This is an optimization exercise on Yosys and OpenROAD, whose aim is small area, not a production implementation.
In this exercise RTL edits were held to simulation tests only and were not proved equivalent to the original.
Power figures rest on the tool's default switching activity, not on a simulated workload.

==> 03-18: inputs <==
## gasm_core
module gasm_core #(
    parameter [31:0] OUT_ADDR        = 32'h0000_FF00,
    parameter [31:0] KBD_DATA_ADDR   = 32'h0000_FF04,
    parameter [31:0] KBD_STATUS_ADDR = 32'h0000_FF08,
    parameter [31:0] STACK_LO        = 32'h0000_E000,
    parameter [31:0] STACK_HI        = 32'h0000_F000
) (
    input  wire        clk,
    input  wire        rst,
    input  wire [31:0] entry,
    output reg         mem_valid,
    output reg         mem_we,
    output reg  [3:0]  mem_wstrb,
    output reg  [31:0] mem_addr,
    output reg  [31:0] mem_wdata,
    input  wire [31:0] mem_rdata,
    input  wire        mem_ready,
    output wire        boundary,
    input  wire        timer_tick,
    input  wire        kbd_valid,
    input  wire [7:0]  kbd_char,
    output reg         kbd_ack,
    output reg         out_valid,
    output reg  [7:0]  out_byte,
    output reg         halted,
    output reg         faulted,
    output reg  [2:0]  fault_reason,
    output reg  [31:0] fault_value
);
    localparam [4:0] S_INIT  = 5'd0,    
                     S_FETCH = 5'd1,    
                     S_DEC   = 5'd2,    
                     S_EX    = 5'd3,    
                     S_MR    = 5'd4,    
                     S_MW    = 5'd5,    
                     S_PCF   = 5'd6,    
                     S_POLLR = 5'd7,
                     S_POLLW = 5'd8,
                     S_BND   = 5'd9,
                     S_K1    = 5'd10,
                     S_K2    = 5'd11,
                     S_K3    = 5'd12,
                     S_E1    = 5'd13,   
                     S_EW1   = 5'd14,
                     S_E2    = 5'd15,   
                     S_EW2   = 5'd16,
                     S_FP    = 5'd17,   
                     S_STOP  = 5'd18;
    localparam [2:0] FK_OP = 3'd0, FK_CSRA = 3'd1, FK_CSRB = 3'd2, FK_DIV = 3'd3,
  ...
==> flow/config.mk <==
export PLATFORM = sky130hd
export DESIGN_NAME = gasm_core
export DESIGN_NICKNAME = gasm_core
export VERILOG_FILES = /design/flow/design.v
export SDC_FILE = /design/flow/constraint.sdc
export NUM_CORES = 4
export LEC_CHECK = 0
export ABC_AREA = 1
export CAP_MARGIN = 20
export CORE_MARGIN = 2
export CORE_UTILIZATION = 30
export CTS_BUF_LIST = sky130_fd_sc_hd__clkbuf_4
export GPL_ROUTABILITY_DRIVEN = 1
export PLACE_DENSITY = 0.45
export SLEW_MARGIN = 20
==> flow/constraint.sdc <==
create_clock -name core_clock -period 20.0 [get_ports {clk}]
set_input_delay 4.0000 -clock core_clock [delete_from_list [all_inputs] [get_ports {clk}]]
set_output_delay 4.0000 -clock core_clock [all_outputs]
set_load 0.01 [all_outputs]
run.sh (not shown) runs the stock make flow with config.mk's settings and CLKGATE_MAP_FILE= SYNTH_SCRIPT=/design/flow/synth_recipe.tcl, a recipe that flattens the netlist after the stock synthesis.
==> 01-26 (differences from 03-18) <==
--- a/flow/design.v
+++ b/flow/design.v
@@ -17,19 +17,19 @@
     input  wire        mem_ready,
     output wire        boundary,
     input  wire        timer_tick,
     input  wire        kbd_valid,
     input  wire [7:0]  kbd_char,
     output reg         kbd_ack,
     output reg         out_valid,
     output reg  [7:0]  out_byte,
-    output reg         halted,
-    output reg         faulted,
-    output reg  [2:0]  fault_reason,
+    output wire        halted,
+    output wire        faulted,
+    output wire [2:0]  fault_reason,
     output reg  [31:0] fault_value
 );
     localparam [4:0] S_INIT  = 5'd0,    
                      S_FETCH = 5'd1,    
                      S_DEC   = 5'd2,    
                      S_EX    = 5'd3,    
                      S_MR    = 5'd4,    
                      S_MW    = 5'd5,    
@@ -40,49 +40,55 @@
                      S_K1    = 5'd10,
                      S_K2    = 5'd11,
                      S_K3    = 5'd12,
                      S_E1    = 5'd13,   
                      S_EW1   = 5'd14,
                      S_E2    = 5'd15,   
                      S_EW2   = 5'd16,
                      S_FP    = 5'd17,   
-                     S_STOP  = 5'd18;
+                     S_HALT  = 5'd18,   
+                     S_FSTOP = 5'd19;   
     localparam [2:0] FK_OP = 3'd0, FK_CSRA = 3'd1, FK_CSRB = 3'd2, FK_DIV = 3'd3,
                      FK_ENT = 3'd4, FK_RA = 3'd5, FK_RB = 3'd6;
     localparam [3:0] W_ADD = 4'd0, W_LOG = 4'd1, W_CSRB = 4'd2, W_CSROR = 4'd3,
                      W_RB = 4'd4, W_RC = 4'd5, W_MDR = 4'd6, W_MUL = 4'd7,
                      W_DIV = 4'd8, W_SHL = 4'd9, W_HND = 4'd10, W_CAUSE = 4'd11,
                      W_FV = 4'd12;
     localparam [2:0] M_W = 3'd0, M_PC = 3'd1, M_SP = 3'd2, M_RB = 3'd3,
                      M_MDR = 3'd4, M_ZERO = 3'd5, M_SELF = 3'd6;
     localparam [2:0] D_RC = 3'd0, D_RB = 3'd1, D_PSW = 3'd2, D_PCI = 3'd3,
                      D_NEG = 3'd4, D_MAR = 3'd5, D_SIGN = 3'd6;
     reg [4:0]  state;
     reg [2:0]  step;
     reg [4:0]  ph;
     reg        busy;
     reg [511:0] gpr;           
     reg [31:0]  psw, hnd, cau;
-    reg [31:0]  ir, mar, mdr, t;
+    reg [31:0]  ir, mar, mdr;
+    reg [19:0]  th;            
+    wire [31:0] t = {th, ir[11:0]};
     reg         m32;
     reg        pcw;            
     reg        bnd_ent;        
-    reg [2:0]  ecause;
+    reg        kb;             
+    reg        slt;            
+    wire [2:0] ecause = {!bnd_ent, bnd_ent, bnd_ent & kb};
     reg [2:0]  fpk;
-    reg        cond;
     reg        tr_s, i_s;      
     reg        push_ok, entry_ok;
     reg        ge4_r, ge8_r, le4_r;
     reg        lt_r, gt_r;     
     reg        zr;
-    reg        f1, f2, f3;
+    reg        f1, f2, f3;     
+    wire       cond = f3;
+    wire       cf = f3;
+    wire       seen_t = f3;
     reg        sb, sc, ovf;
-    reg        seen_m, seen_t;
-    reg        cf;
+    reg        seen_m;
     reg        c1, c2, c3, c4;
     wire ph0  = (ph == 5'd0);
     wire ph31 = (ph == 5'd31);
     wire [7:0] op = ir[31:24];
     wire [3:0] fa = ir[23:20];
     wire [3:0] fb = ir[19:16];
     wire [3:0] fc = ir[15:12];
     wire o_halt  = (op == 8'h00);
@@ -185,19 +191,16 @@
     wire ph_lt_n = (ph < shn);
     wire s_q    = mdr[0];
     wire s_divr = s_q ^ ((sb ^ sc) & (ph0 ? 1'b0 : seen_m));
     wire shl_zero = f1 | ph_lt_n;
     wire s_shl = shl_zero ? 1'b0 : mdr[0];
     reg s_fv;
     always @(*) begin
         case (fpk)
-            FK_OP:   s_fv = (ph < 5'd8) ? ir[5'd24 + ph] : 1'b0;
-            FK_CSRA: s_fv = (ph < 5'd4) ? ir[5'd20 + ph] : 1'b0;
-            FK_CSRB: s_fv = (ph < 5'd4) ? ir[5'd16 + ph] : 1'b0;
             FK_ENT:  s_fv = s_spd;
             FK_RA:   s_fv = s_ra;
             FK_RB:   s_fv = s_rb;
             default: s_fv = 1'b0;
         endcase
     end
     reg wbus;
     always @(*) begin
@@ -285,18 +288,27 @@
     wire mv = head[14];
     wire ge4_n = (mv & ~K_E004[ph]) | (~(mv ^ K_E004[ph]) & (ph0 ? 1'b1 : ge4_r));
     wire ge8_n = (mv & ~K_E008[ph]) | (~(mv ^ K_E008[ph]) & (ph0 ? 1'b1 : ge8_r));
     wire le4_n = (~mv & K_F004[ph]) | (~(mv ^ K_F004[ph]) & (ph0 ? 1'b1 : le4_r));
     wire [31:0] pa_a   = div_it ? {mar[30:0], mdr[31]} : {m32, mar[31:1]};
     wire        pa_en  = div_it | mdr[0];
     wire        pa_inv = div_it ? ~mar[31] : (ph31 & mdr[0]);
     wire [31:0] pa_b   = ({32{pa_en}} & t) ^ {32{pa_inv}};
-    wire [32:0] pa_sum = {1'b0, pa_a} + {1'b0, pa_b} + {32'd0, pa_inv};
-    wire        pa_s32 = pa_a[31] ^ pa_b[31] ^ pa_sum[32];
+    wire [32:0] pa_c;
+    wire [31:0] pa_s;
+    assign pa_c[0] = pa_inv;
+    generate
+        for (g = 0; g < 32; g = g + 1) begin : rca
+            assign pa_s[g]   = pa_a[g] ^ pa_b[g] ^ pa_c[g];
+            assign pa_c[g+1] = (pa_a[g] & pa_b[g]) | (pa_a[g] & pa_c[g]) | (pa_b[g] & pa_c[g]);
+        end
+    endgenerate
+    wire [32:0] pa_sum = {pa_c[32], pa_s};
+    wire        pa_s32 = pa_a[31] ^ pa_b[31] ^ pa_c[32];
     wire is_pass = (state == S_INIT) || (state == S_EX) || (state == S_PCF) ||
                    (state == S_E1) || (state == S_E2) || (state == S_FP);
     wire act = is_pass && (ph0 || busy);
     wire pass_end = act && ph31;
     always @(*) begin
         ws = W_ADD; xa = 1'b0; ysel = 2'd0; sub = 1'b0; used = 1'b0;
         gwe = 1'b0; wsel = fa; cwe = 1'b0; csel = fa[1:0];
         x14sp = 1'b0; k8 = 1'b0; pcfin = 1'b0;
@@ -518,21 +530,32 @@
             mem_wdata[0] = 1'b1;
     end
     wire xfer = mem_valid && mem_ready;
     always @(*) begin
         out_valid = (state == S_POLLR) && mem_ready && (mem_rdata[7:0] != 8'd0);
         out_byte  = mem_rdata[7:0];
     end
     assign boundary = (state == S_BND);
+    assign halted  = (state == S_HALT);
+    assign faulted = (state == S_FSTOP);
+    assign fault_reason = (fpk == FK_OP) ? 3'd5 :
+                          (fpk == FK_CSRA || fpk == FK_CSRB) ? 3'd6 :
+                          (fpk == FK_DIV) ? 3'd2 : (slt ? 3'd3 : 3'd4);
     wire t_take = timer_tick && tr_s && !i_s;
     wire k_del  = kbd_valid && !i_s && !t_take;
     always @(*) begin
         kbd_ack = (state == S_BND) && kbd_valid && (i_s || entry_ok);
         fault_value = mar;
+        if (faulted && fpk == FK_OP)
+            fault_value[7:0] = mar[7:0] | op;
+        if (faulted && fpk == FK_CSRA)
+            fault_value[3:0] = mar[3:0] | fa;
+        if (faulted && fpk == FK_CSRB)
+            fault_value[3:0] = mar[3:0] | fb;
     end
     integer j;
     always @(posedge clk) begin
         for (j = 0; j < 16; j = j + 1)
             gpr[32*j +: 32] <= {head[j], gpr[32*j+1 +: 31]};
         psw <= {h_psw, psw[31:1]};
         if (flags_we && ph31)
             psw[3:0] <= flags;
@@ -555,73 +578,72 @@
             entry_ok <= ge8_r & le4_r;
         end
         if (mul_it)
             m32 <= pa_s32;
         else if (state == S_DEC)
             m32 <= 1'b0;
         if (state == S_FETCH && xfer)
             ir <= {mem_rdata[7:0], mem_rdata[15:8], mem_rdata[23:16], mem_rdata[31:24]};
+        else if (t_sh)
+            ir[11:0] <= {th[0], ir[11:1]};
         if ((state == S_MR || state == S_K2) && xfer)
             mdr <= mem_rdata;
         else if (state == S_BND)
             mdr <= {24'd0, kbd_char};
         else if (div_it)
             mdr <= {mdr[30:0], ~pa_sum[31]};
         else if (mdr_sh)
             mdr <= {mdrin, mdr[31:1]};
         if (t_sh)
-            t <= {tin, t[31:1]};
+            th <= {tin, th[19:1]};
         if (act && state == S_EX) begin
             if (o_div && step == 3'd0) begin
                 f1 <= f1_in & (s_rb == ph31);           
                 f2 <= f2_in & s_rc;                     
                 f3 <= f3_in & ~s_rc;                    
                 if (ph31) begin
                     ovf <= f1_in & (s_rb == ph31) & f2_in & s_rc;
                     sb  <= s_rb;
                     sc  <= s_rc;
                 end
             end
             if (o_div && step == 3'd1) begin
                 seen_m <= (ph0 ? 1'b0 : seen_m) | mdr[0];
-                seen_t <= (ph0 ? 1'b0 : seen_t) | t[0];
+                f3 <= (ph0 ? 1'b0 : f3) | t[0];
             end
             if (o_div && step == 3'd3)
                 seen_m <= (ph0 ? 1'b0 : seen_m) | mdr[0];
             if (o_mul && step == 3'd2) begin
                 f1 <= f1_in & ~mar[0];
                 f2 <= f2_in & mar[0];
             end
             if ((o_shl || o_shr) && step == 3'd0) begin
                 f1 <= (ph0 ? 1'b0 : f1) | (s_rc & (ph >= 5'd5));
                 f2 <= (ph0 ? 1'b0 : f2) | (s_rc & (ph >= 5'd6));
             end
             if (o_shr && step == 3'd1) begin
                 if (f1 | ph_lt_n)
-                    cf <= mdr[0];
+                    f3 <= mdr[0];
                 else if (ph0)
-                    cf <= 1'b0;
+                    f3 <= 1'b0;
             end
         end
         if (state == S_DEC)
-            cond <= 1'b1;
+            f3 <= 1'b1;
         else if (act && state == S_EX && (o_bcc || o_bccm) && step == 3'd0 && ph31)
-            cond <= cond_n;
+            f3 <= cond_n;
     end
     always @(posedge clk) begin
         if (rst) begin
             ph       <= 5'd0;
             busy     <= 1'b0;
             state    <= S_INIT;
             step     <= 3'd0;
             mar      <= entry;
-            halted   <= 1'b0;
-            faulted  <= 1'b0;
-            fault_reason <= 3'd0;
             pcw      <= 1'b0;
             bnd_ent  <= 1'b0;
         end else begin
             ph   <= ph + 5'd1;
             busy <= act && !ph31;
             if (wr15) pcw <= 1'b1;
             if (mul_it || div_it)
                 mar <= pa_sum[31:0];
@@ -640,22 +662,22 @@
                     step    <= 3'd0;
                     if (!known) begin
                         fpk <= FK_OP; state <= S_FP;
                     end else if (((o_csrwr || o_csrld || o_csrpop || o_csror) && fa_bad)) begin
                         fpk <= FK_CSRA; state <= S_FP;
                     end else if ((o_csrrd || o_csror) && fb_bad) begin
                         fpk <= FK_CSRB; state <= S_FP;
                     end else if (o_halt) begin
-                        halted <= 1'b1; state <= S_STOP;
+                        state <= S_HALT;
                     end else if (o_int) begin
                         if (!entry_ok) begin
                             fpk <= FK_ENT; state <= S_FP;
                         end else begin
-                            ecause <= 3'd4; state <= S_E1;
+                            state <= S_E1;
                         end
                     end else if ((o_call || o_callm) && !push_ok) begin
                         fpk <= FK_ENT; state <= S_FP;
                     end else if (o_xchg && fb == fc) begin
                         state <= S_PCF;
                     end else begin
                         state <= S_EX;
                         if (o_jmp || o_jmpm) step <= 3'd1;
@@ -722,41 +744,35 @@
                 S_POLLR:
                     if (xfer) state <= (mem_rdata[7:0] != 8'd0) ? S_POLLW : S_BND;
                 S_POLLW:
                     if (xfer) state <= S_BND;
                 S_BND: begin
                     if ((t_take || k_del) && !entry_ok) begin
                         fpk <= FK_ENT; step <= 3'd0; state <= S_FP;
                     end else if (t_take) begin
-                        bnd_ent <= 1'b1; ecause <= 3'd2; state <= S_E1;
+                        bnd_ent <= 1'b1; kb <= 1'b0; state <= S_E1;
                     end else if (k_del) begin
-                        bnd_ent <= 1'b1; ecause <= 3'd3; state <= S_K1;
+                        bnd_ent <= 1'b1; kb <= 1'b1; state <= S_K1;
                     end else
                         state <= S_FETCH;
                 end
                 S_K1: if (xfer) state <= S_K2;
                 S_K2: if (xfer) state <= S_K3;
                 S_K3: if (xfer) state <= S_E1;
                 S_E1:  if (pass_end) state <= S_EW1;
                 S_EW1: if (xfer) state <= S_E2;
                 S_E2:  if (pass_end) state <= S_EW2;
                 S_EW2: if (xfer) state <= S_PCF;
                 S_FP:
                     if (pass_end) begin
                         if (fpk == FK_ENT && step == 3'd0 && !chk_bad)
                             step <= 3'd1;
                         else begin
-                            faulted <= 1'b1;
-                            state   <= S_STOP;
-                            case (fpk)
-                                FK_OP:   fault_reason <= 3'd5;
-                                FK_CSRA, FK_CSRB: fault_reason <= 3'd6;
-                                FK_DIV:  fault_reason <= 3'd2;
-                                default: fault_reason <= lt_n ? 3'd3 : 3'd4;
-                            endcase
+                            state   <= S_FSTOP;
+                            slt     <= lt_n;
                         end
                     end
                 default: ;    
             endcase
         end
     end
 endmodule
==> flow/flow/run.sh (new file) <==
#!/bin/bash
# Standard ORFS layout, with three changes to how it is built:
#  - after the standard synthesis, the combinational logic between the registers is
#    re-mapped with an area-oriented ABC script (flow/remap.abc); the registers,
#    their names and cell types, and the ports are left as the standard synthesis made them
#  - ports are buffered with the smallest buffer (sky130_fd_sc_hd__buf_1)
#  - the clock tree uses clkbuf_4 leaf clusters of at most 9 sinks within 60 um, and no dummy loads
set -euo pipefail
export BUFFER_PORTS_ARGS="-buffer_cell sky130_fd_sc_hd__buf_1"
export CTS_ARGS="-sink_clustering_enable -repair_clock_nets -dont_use_dummy_load -buf_list sky130_fd_sc_hd__clkbuf_4 -sink_clustering_size 12 -sink_clustering_max_diameter 35 -sink_buffer_max_cap_derate 1.0"

HERE=$PWD
RES=$HERE/orfs/results/$FLOW_PLATFORM/gasm_core/base
LIB=$FLOW_HOME/platforms/$FLOW_PLATFORM/lib/sky130_fd_sc_hd__tt_025C_1v80.lib

# 1. standard synthesis
bash standard.sh $RES/1_2_yosys.v > synth_standard.log 2>&1
cp $RES/1_2_yosys.v $HERE/synth_standard.v

# 2. re-map the combinational logic; sequential cells stay as black boxes
SEQ=$(grep -oE "sky130_fd_sc_hd__[a-z0-9_]+" $HERE/synth_standard.v | sort -u | grep -E "__(s?e?df|dl|sdl)" | tr '\n' ' ')
DU=$(sed -n '/DONT_USE_CELLS += /,/^#/p' $FLOW_HOME/platforms/$FLOW_PLATFORM/config.mk | grep -oE "sky130_fd_sc_hd__[a-z0-9_]+" | sed 's/^/-dont_use /' | tr '\n' ' ')
cat > $HERE/remap.ys <<EOY
read_liberty -ignore_miss_func $LIB
blackbox $SEQ
read_verilog $HERE/synth_standard.v
hierarchy -top $FLOW_TOP
flatten
opt_clean
abc -script $HERE/flow/remap.abc -liberty $LIB $DU
opt_clean -purge
hilomap -singleton -hicell sky130_fd_sc_hd__conb_1 HI -locell sky130_fd_sc_hd__conb_1 LO
splitnets
opt_clean -purge
stat -liberty $LIB
write_verilog -noattr -nohex -nodec $HERE/synth_remap.v
EOY
yosys -s $HERE/remap.ys > remap.log 2>&1
cp $HERE/synth_remap.v $RES/1_2_yosys.v

# 3. the rest of the standard layout on the re-mapped netlist
bash standard.sh > standard_flow.log 2>&1
==> flow/flow/remap.abc (new file) <==
strash
&get -n
&deepsyn -T 20
&dch -f
&nf -a -R 1000
&put
==> flow/standard.sh (new file) <==
#!/bin/bash
# synth_recipe.tcl (not shown) runs the flow's synth.tcl, then flattens the netlist and writes it again
# the make line also repeats each setting of config.mk as NAME=value (left out here)
make -C /OpenROAD-flow-scripts/flow DESIGN_CONFIG=/design/flow/config.mk WORK_HOME=/design/flow/orfs CLKGATE_MAP_FILE= SYNTH_SCRIPT=/design/flow/synth_recipe.tcl "${@:-finish}"
==> flow/config.mk (replaced) <==
export PLATFORM = sky130hd
export DESIGN_NAME = gasm_core
export DESIGN_NICKNAME = gasm_core
export VERILOG_FILES = /design/flow/design.v
export SDC_FILE = /design/flow/constraint.sdc
export NUM_CORES = 4
export LEC_CHECK = 0
export ABC_AREA = 1
export CAP_MARGIN = 0
export CORE_MARGIN = 2
export CORE_UTILIZATION = 30
export GPL_ROUTABILITY_DRIVEN = 1
export PLACE_DENSITY = 0.45
export SLEW_MARGIN = 0
removed: flow/run.sh
==> qor summary <==
metric	01-26	03-18
Number of global-route vias before repair	15,911	21,206
Net Switching	0.8801 mW	1.214 mW
Share of cell area taken by multi-input logic gates	24.94%	25.46%
Met2 routed WL	29,450 µm	42,030 µm
Wire length of the first global-routing pass	106,200 µm	132,100 µm
Gate power share	16.9%	14.8%
Area grow syn2layout	13.73%	20.13%
Pint	2.109 mW	3.053 mW
Die Y	284.2 µm	306.5 µm
Clock latency on the worst-skew pair	900 ps	1070 ps
Stages on worst setup path	58	6
Startpoint types	flip-flop	primary input
DR vias/cell	4.889	4.702
Layout filler cell count	7,940	9,192
Status	complete, no violations	complete, no violations
Cell total after placement	3,196	4,080
GRT Resource Usage Total	17.73%	18.85%
Multi-input gate area	0.006681 mm²	0.008399 mm²
Clock-pin slew reported for the worst setup and hold paths after clock tree synthesis	100 ps	60 ps
Floorplan die area	0.08078 mm²	0.09396 mm²
Post-layout min period	16,950 ps	9897 ps
Met2 global-route usage	24.95%	31.08%
Maximum fanout count along the critical path	30	3
Number of buffers created by CTS	114	197

## what the ideal ports hide
The results above use ideal ports. As a check the final layouts listed here were re-extracted and re-timed, cells and wires unchanged. Step 1: set_driving_cell puts a clkbuf_16 on clk and a buf_2 on each other input, an assumption about the parent block. Step 2 adds t to the input delays and takes it off the output delays; t is the mean of the earliest and latest rising clock arrival at the registers after step 1. Input paths then give back, and output paths get back, about the clock's delay inside the block. a / b / c = ideal / step 1 / step 2; a / b = the first two.
| run | shift t [ns] | setup slack, ns | worst setup path after step 2 | latest minus earliest clock arrival (ns) | cell pins on the clock port's net |
|---|---|---|---|---|---|
| 03-18 | 1.083 | 10.103 / 10.076 / 10.076 | input to output | 0.090 / 0.091 | 1 |
| 01-26 | 0.892 | 3.046 / 3.046 / 3.046 | register to register | 0.148 / 0.148 | 1 |
After both steps every run listed still meets setup and hold. For 03-18, which loses most, drivers alone change the setup slack by -0.027 ns; drivers and shift together by -0.027 ns.
